This is an optimization exercise on Yosys and OpenROAD, whose aim is small area, a short achievable clock period and few clock cycles, not a production implementation.
RTL that was checked went through simulation tests only; none was proved equivalent to the original.
No activity file was given, so power comes from the tool's default toggle rates.

==> flow/design.v (excerpt) <==
module fb_blit (
    input  wire        clk,
    input  wire        rst,
    input  wire        cmd_valid,
    output wire        cmd_ready,
    input  wire [7:0]  cmd_op,
    input  wire [2:0]  cmd_mode,
    input  wire [1:0]  cmd_color,
    input  wire [15:0] cmd_arg0,
    input  wire [15:0] cmd_arg1,
    input  wire [15:0] cmd_arg2,
    input  wire [15:0] cmd_arg3,
    input  wire [15:0] cmd_arg4,
    input  wire [15:0] cmd_arg5,
    output wire        res_re,
    output wire [15:0] res_addr,
    input  wire [7:0]  res_rdata,
    output wire        fb_re,
    output wire [9:0]  fb_raddr,
    input  wire [7:0]  fb_rdata,
    output reg         fb_we,
    output reg  [9:0]  fb_waddr,
    output reg  [7:0]  fb_wdata
);
    localparam [7:0] OP_BITMAP = 8'h40;
    localparam [7:0] OP_SPRITE = 8'h50;
    localparam [1:0] C_OR   = 2'd0;    
    localparam [1:0] C_CLR  = 2'd1;    
    localparam [1:0] C_XOR  = 2'd2;    
    localparam [1:0] C_MASK = 2'd3;    
  ...
For scale: roughly 1500 cells after synthesis, roughly 180 I/O pins.
==> flow/config.mk <==
export PLATFORM = sky130hd
export DESIGN_NAME = fb_blit
export DESIGN_NICKNAME = fb_blit
export VERILOG_FILES = /design/flow/design.v
export SDC_FILE = /design/flow/constraint.sdc
export NUM_CORES = 4
export LEC_CHECK = 0
export CAP_MARGIN = 20
export CORE_MARGIN = 2
export CORE_UTILIZATION = 40
export SLEW_MARGIN = 20
==> flow/constraint.sdc <==
create_clock -name core_clock -period 12.0 [get_ports {clk}]
set_input_delay 2.4000 -clock core_clock [delete_from_list [all_inputs] [get_ports {clk}]]
set_output_delay 2.4000 -clock core_clock [all_outputs]
set_load 0.01 [all_outputs]
standard.sh (not shown) runs the stock make flow with config.mk's settings and CLKGATE_MAP_FILE= SYNTH_SCRIPT=/design/flow/synth_recipe.tcl, a recipe that flattens the netlist after the stock synthesis.
==> flow/flow/run.sh <==
#!/bin/bash
# Standard layout with the smallest plain buffers on the ports; timing repair
# aims for 8.0 ns of setup slack.
set -euo pipefail
export BUFFER_PORTS_ARGS="-buffer_cell sky130_fd_sc_hd__buf_1"
export SETUP_SLACK_MARGIN=8.0
bash standard.sh > flow.log 2>&1
The first run completed without violations.
Testbench counts at the start, summed over its fixed seeds: cycles 33,382.
Change:
--- a/flow/design.v
+++ b/flow/design.v
@@ -61,13 +61,12 @@
     reg [6:0]  dc;                
     reg [6:0]  dl;                
     reg        nul;               
     reg [3:0]  pg;                
     reg        dir, ph, first;
     reg        lastp, rv, rlast, lastc;
-    reg        sd, su;            
     reg [7:0]  s_rot;
     reg        c_go, c_wv, c_rv, c_first, c_up;
     reg [9:0]  wa1;
     reg [7:0]  scar, mcar;
     wire       masked = (mkind != M_NONE);
     wire       plus   = (mkind == M_PLUS);
@@ -100,31 +99,26 @@
     wire [3:0]  pd1m   = pd1 - 4'd1;
     wire [3:0]  pu1p   = pu1 + 4'd1;
     wire        n_t    = n_dir ? tu : td;
     wire        n_last = (n_pg == (n_dir ? pu1 : pd1));
     wire        n_rl   = n_last || (n_t && (n_pg == (n_dir ? pu1p : pd1m)));
     wire        sph0   = masked && rv && !ph;         
-    wire        merge  = masked && !rv && !lastc;
-    wire        r_rl   = merge ? (dir ? sd : su) : rlast;
-    wire        r_dir  = merge ? !dir : dir;
     wire        f_last = (pg == pd1);
     wire        f_rl   = f_last || (td && ((pg + 4'd1) == pd1));
-    wire [3:0]  f_pu0  = pd1 + {3'd0, yz && !td};    
-    wire        f_su   = (f_pu0 == pu1) || (tu && (f_pu0 == pu1 + 4'd1));
     wire        lp_more = (rc != 6'd0) || (fc != 8'd0);
     wire        lp_last = (rc != 6'd0) ? ((rc == 6'd1) && (fc == 8'd0))
                                         : ((rows == 6'd1) && (fc == 8'd1));
     wire [4:0]  rows1_in = res_rdata[7:3] - {4'd0, (res_rdata[2:0] == 3'd0)};
     wire        hd_more  = (rc != 6'd0) || (fc != 8'd0);
     reg  [15:0] opnd;
     reg         cin;
-    wire o_one = st[S_HDR0] || st[S_PLUSM] || (st[S_RUN] && r_rl && !plus);
-    wire o_two = st[S_RUN] && r_rl && plus;
+    wire o_one = st[S_HDR0] || st[S_PLUSM] || (st[S_RUN] && rlast && !plus);
+    wire o_two = st[S_RUN] && rlast && plus;
     wire o_ilo = st[S_HDR1] || st[S_SWAP1] || (st[S_GEO] && !spr);
-    wire o_wk  = st[S_HDR2] || st[S_LOOP] || (st[S_GEO] && spr) || (st[S_RUN] && !r_rl);
-    wire o_neg = st[S_RUN] && r_dir;
+    wire o_wk  = st[S_HDR2] || st[S_LOOP] || (st[S_GEO] && spr) || (st[S_RUN] && !rlast);
+    wire o_neg = st[S_RUN] && dir;
     always @(*) begin
         opnd = ({16{o_wk}} & (o_neg ? ~wk : wk)) | ({16{o_ilo}} & iloK) |
                {14'd0, o_two, o_one};
         cin  = st[S_HDR1] || (o_wk && o_neg);
     end
     wire [16:0] sum17 = {ra, 1'b1} + {opnd, cin};
@@ -311,31 +305,26 @@
             ph    <= 1'b0;
             first <= 1'b1;
             lastp <= f_last;
             rv    <= !(f_last && td);
             rlast <= f_rl;
             lastc <= (dc == dl);
-            sd    <= f_rl;
-            su    <= f_su;
         end
         if (st[S_RUN]) begin
             if (rv) begin
                 if (masked) begin
                     ra <= al;
                     al <= sum;
                 end else begin
                     ra <= sum;
                 end
-            end else if (merge) begin
-                ra <= al;
-                al <= sum;
             end
             if (sph0) begin
                 ph <= 1'b1;
             end else begin
-                ph    <= merge;
+                ph    <= 1'b0;
                 pg    <= n_pg;
                 dir   <= n_dir;
                 first <= lastp;
                 lastp <= n_last;
                 rv    <= !(n_last && n_t);
                 rlast <= n_rl;
=> The changed run produced a clean layout. Hold slack barely changes. Clock-buffer cell count went up by 11. Via count is lower by 5.4%. Design area decreases by 3.4%. Synthesized cell count decreases by 4.7%. First-iteration DRC count drops by 30%. Total power falls by 1.9%. Worst setup slack is better by 0.093 ns. Die area came out lower by 3.1%.
For the second run of this note, only the layout was checked, not whether the RTL still works.


fb_blit, a different RTL version from the one above (not shown whole).
For scale: about 200 flip-flops, ~180 I/O pins, ~14000 um^2 of cells after synthesis.
clock: 12.0 ns
lec_check: 0
cap_margin: 20
core_margin: 2
core_utilization: 60
cts_buf_list: sky130_fd_sc_hd__clkbuf_8
slew_margin: 20
Scripts as last shown in full above: flow/flow/run.sh
==> next run, changes <==
--- a/flow/design.v
+++ b/flow/design.v
@@ -58,20 +58,23 @@
     reg        aph;               
     reg [3:0]  pd1, pu1;          
     reg        td, tu;            
     reg [6:0]  dc;                
     reg [6:0]  dl;                
     reg        nul;               
     reg [3:0]  pg;                
     reg        dir, ph, first;
     reg        lastp, rv, rlast, lastc;
     reg        sd, su;            
+    reg [3:0]  nd, nu;            
+    reg [3:0]  left;              
+    reg        rle, dre;          
     reg [7:0]  s_rot;
     reg        c_go, c_wv, c_rv, c_first, c_up;
     reg [9:0]  wa1;
     reg [7:0]  scar, mcar;
     wire       masked = (mkind != M_NONE);
     wire       plus   = (mkind == M_PLUS);
     wire [2:0]  yo    = y9[2:0];
     wire        yz    = (yo != 3'd0);
     wire [5:0]  srow  = y9[8:3];                  
     wire        sneg  = srow[5];
@@ -90,33 +93,40 @@
     wire [3:0]  g_plo = sneg ? 4'd0 : {1'b0, srow[2:0]};
     wire [3:0]  g_pd0 = sneg ? (yz ? 4'hF : 4'd0) : {1'b0, srow[2:0]};
     wire        g_td  = yz && !g_big;
     wire [9:0]  xw1   = xw - 10'd1;
     wire [6:0]  g_dl  = (xw1[9:7] != 3'd0) ? 7'd127 : xw1[6:0];
     wire [6:0]  g_dc  = x9[8] ? 7'd0 : x9[6:0];
     wire        tdir   = dir ? tu : td;
     wire [3:0]  pnext  = dir ? pg - 4'd1 : pg + 4'd1;
     wire [3:0]  n_pg   = (!lastp || (yz && !tdir)) ? pnext : pg;
     wire        n_dir  = dir ^ lastp;
-    wire [3:0]  pd1m   = pd1 - 4'd1;
-    wire [3:0]  pu1p   = pu1 + 4'd1;
     wire        n_t    = n_dir ? tu : td;
-    wire        n_last = (n_pg == (n_dir ? pu1 : pd1));
-    wire        n_rl   = n_last || (n_t && (n_pg == (n_dir ? pu1p : pd1m)));
+    wire [3:0]  n_left = lastp ? (dir ? nd : nu) : left - 4'd1;
+    wire        n_last = lastp ? (dir ? (nd == 4'd0) : (nu == 4'd0)) : (left == 4'd1);
+    wire        n_rl   = n_last || (n_t && (lastp ? (dir ? (nd == 4'd1) : (nu == 4'd1))
+                                                  : (left == 4'd2)));
+    wire        n_rv   = !(n_last && n_t);
+    wire        n_lc   = lastp ? (dc + 7'd1 == dl) : lastc;
+    wire        n_mg   = masked && !n_rv && !n_lc;
     wire        sph0   = masked && rv && !ph;         
     wire        merge  = masked && !rv && !lastc;
-    wire        r_rl   = merge ? (dir ? sd : su) : rlast;
-    wire        r_dir  = merge ? !dir : dir;
-    wire        f_last = (pg == pd1);
-    wire        f_rl   = f_last || (td && ((pg + 4'd1) == pd1));
-    wire [3:0]  f_pu0  = pd1 + {3'd0, yz && !td};    
-    wire        f_su   = (f_pu0 == pu1) || (tu && (f_pu0 == pu1 + 4'd1));
+    wire        r_rl   = rle;
+    wire        r_dir  = dre;
+    wire [3:0]  f_nd   = pd1 - pg;
+    wire [3:0]  f_nu   = pd1 + {3'd0, yz && !td} - pu1;
+    wire        f_last = (f_nd == 4'd0);
+    wire        f_rl   = f_last || (td && (f_nd == 4'd1));
+    wire        f_su   = (f_nu == 4'd0) || (tu && (f_nu == 4'd1));
+    wire        f_rv   = !(f_last && td);
+    wire        f_lc   = (dc == dl);
+    wire        f_mg   = masked && !f_rv && !f_lc;
     wire        lp_more = (rc != 6'd0) || (fc != 8'd0);
     wire        lp_last = (rc != 6'd0) ? ((rc == 6'd1) && (fc == 8'd0))
                                         : ((rows == 6'd1) && (fc == 8'd1));
     wire [4:0]  rows1_in = res_rdata[7:3] - {4'd0, (res_rdata[2:0] == 3'd0)};
     wire        hd_more  = (rc != 6'd0) || (fc != 8'd0);
     reg  [15:0] opnd;
     reg         cin;
     wire o_one = st[S_HDR0] || st[S_PLUSM] || (st[S_RUN] && r_rl && !plus);
     wire o_two = st[S_RUN] && r_rl && plus;
     wire o_ilo = st[S_HDR1] || st[S_SWAP1] || (st[S_GEO] && !spr);
@@ -314,25 +324,30 @@
             ra <= al;
             al <= sum;
         end
         if (st[S_PLUSM])
             al <= sum;
         if (to_first) begin
             dir   <= 1'b0;
             ph    <= 1'b0;
             first <= 1'b1;
             lastp <= f_last;
-            rv    <= !(f_last && td);
+            rv    <= f_rv;
             rlast <= f_rl;
-            lastc <= (dc == dl);
+            lastc <= f_lc;
             sd    <= f_rl;
             su    <= f_su;
+            nd    <= f_nd;
+            nu    <= f_nu;
+            left  <= f_nd;
+            rle   <= f_mg ? f_su : f_rl;
+            dre   <= f_mg;
         end
         if (st[S_RUN]) begin
             if (rv) begin
                 if (masked) begin
                     ra <= al;
                     al <= sum;
                 end else begin
                     ra <= sum;
                 end
             end else if (merge) begin
@@ -340,20 +355,22 @@
                 al <= sum;
             end
             if (sph0) begin
                 ph <= 1'b1;
             end else begin
                 ph    <= merge;
                 pg    <= n_pg;
                 dir   <= n_dir;
                 first <= lastp;
                 lastp <= n_last;
-                rv    <= !(n_last && n_t);
+                rv    <= n_rv;
                 rlast <= n_rl;
-                if (lastp) begin
-                    dc    <= dc + 7'd1;
-                    lastc <= (dc + 7'd1 == dl);
-                end
+                left  <= n_left;
+                lastc <= n_lc;
+                rle   <= n_mg ? (n_dir ? sd : su) : n_rl;
+                dre   <= n_mg ? !n_dir : n_dir;
+                if (lastp)
+                    dc <= dc + 7'd1;
             end
         end
     end
 endmodule
Outcome:
- setup slack loses 0.037 ns
- clock skew rose by 0.0032 ns
- count of clock-buffer cells in the layout rose by 1
- cell area rose by a few percent
- register-to-register slack gains 0.18 ns
- cell count rose by a few percent
- global-route usage stays flat
- wire length rose by a few percent
- fmax fell slightly
- total power rose by roughly a tenth
- sequential power rose by roughly a tenth
- non-clock buffer count fell by 24
- area after synthesis rose by a few percent
- clock power rose by a few percent
Function was not checked in any run of this note: the RTL went through the layout flow alone.

[what the ideal ports hide]
The flow's constraints put no driver on any port. The routed layouts listed below were extracted and timed again, unchanged, in two steps. Step 1 assumes that a clkbuf_16 drives the clock port and a buf_2 every other input. Step 2 times the ports against the registers' clock, not the clock port: input delays grow and output delays shrink by t, the midpoint of the rising clock arrivals with the driver on. a / b / c = no drivers / after step 1 / after step 2; a / b = the first two.
run | t (ns) | setup WS [ns] | cell pins on the clock port's net
the first run of note 1 | 0.577 | 7.957 / 7.957 / 7.491 | 1
the second run of note 1 | 0.585 | 8.050 / 8.079 / 7.494 | 1
the first run of note 2 | 0.569 | 8.014 / 8.014 / 7.540 | 1
the second run of note 2 | 0.594 | 7.978 / 8.004 / 7.410 | 1
After both steps every run listed still meets setup and hold. The setup slack of the second run of note 2, which loses most, moves by +0.026 ns with the drivers and by -0.568 ns with both steps.
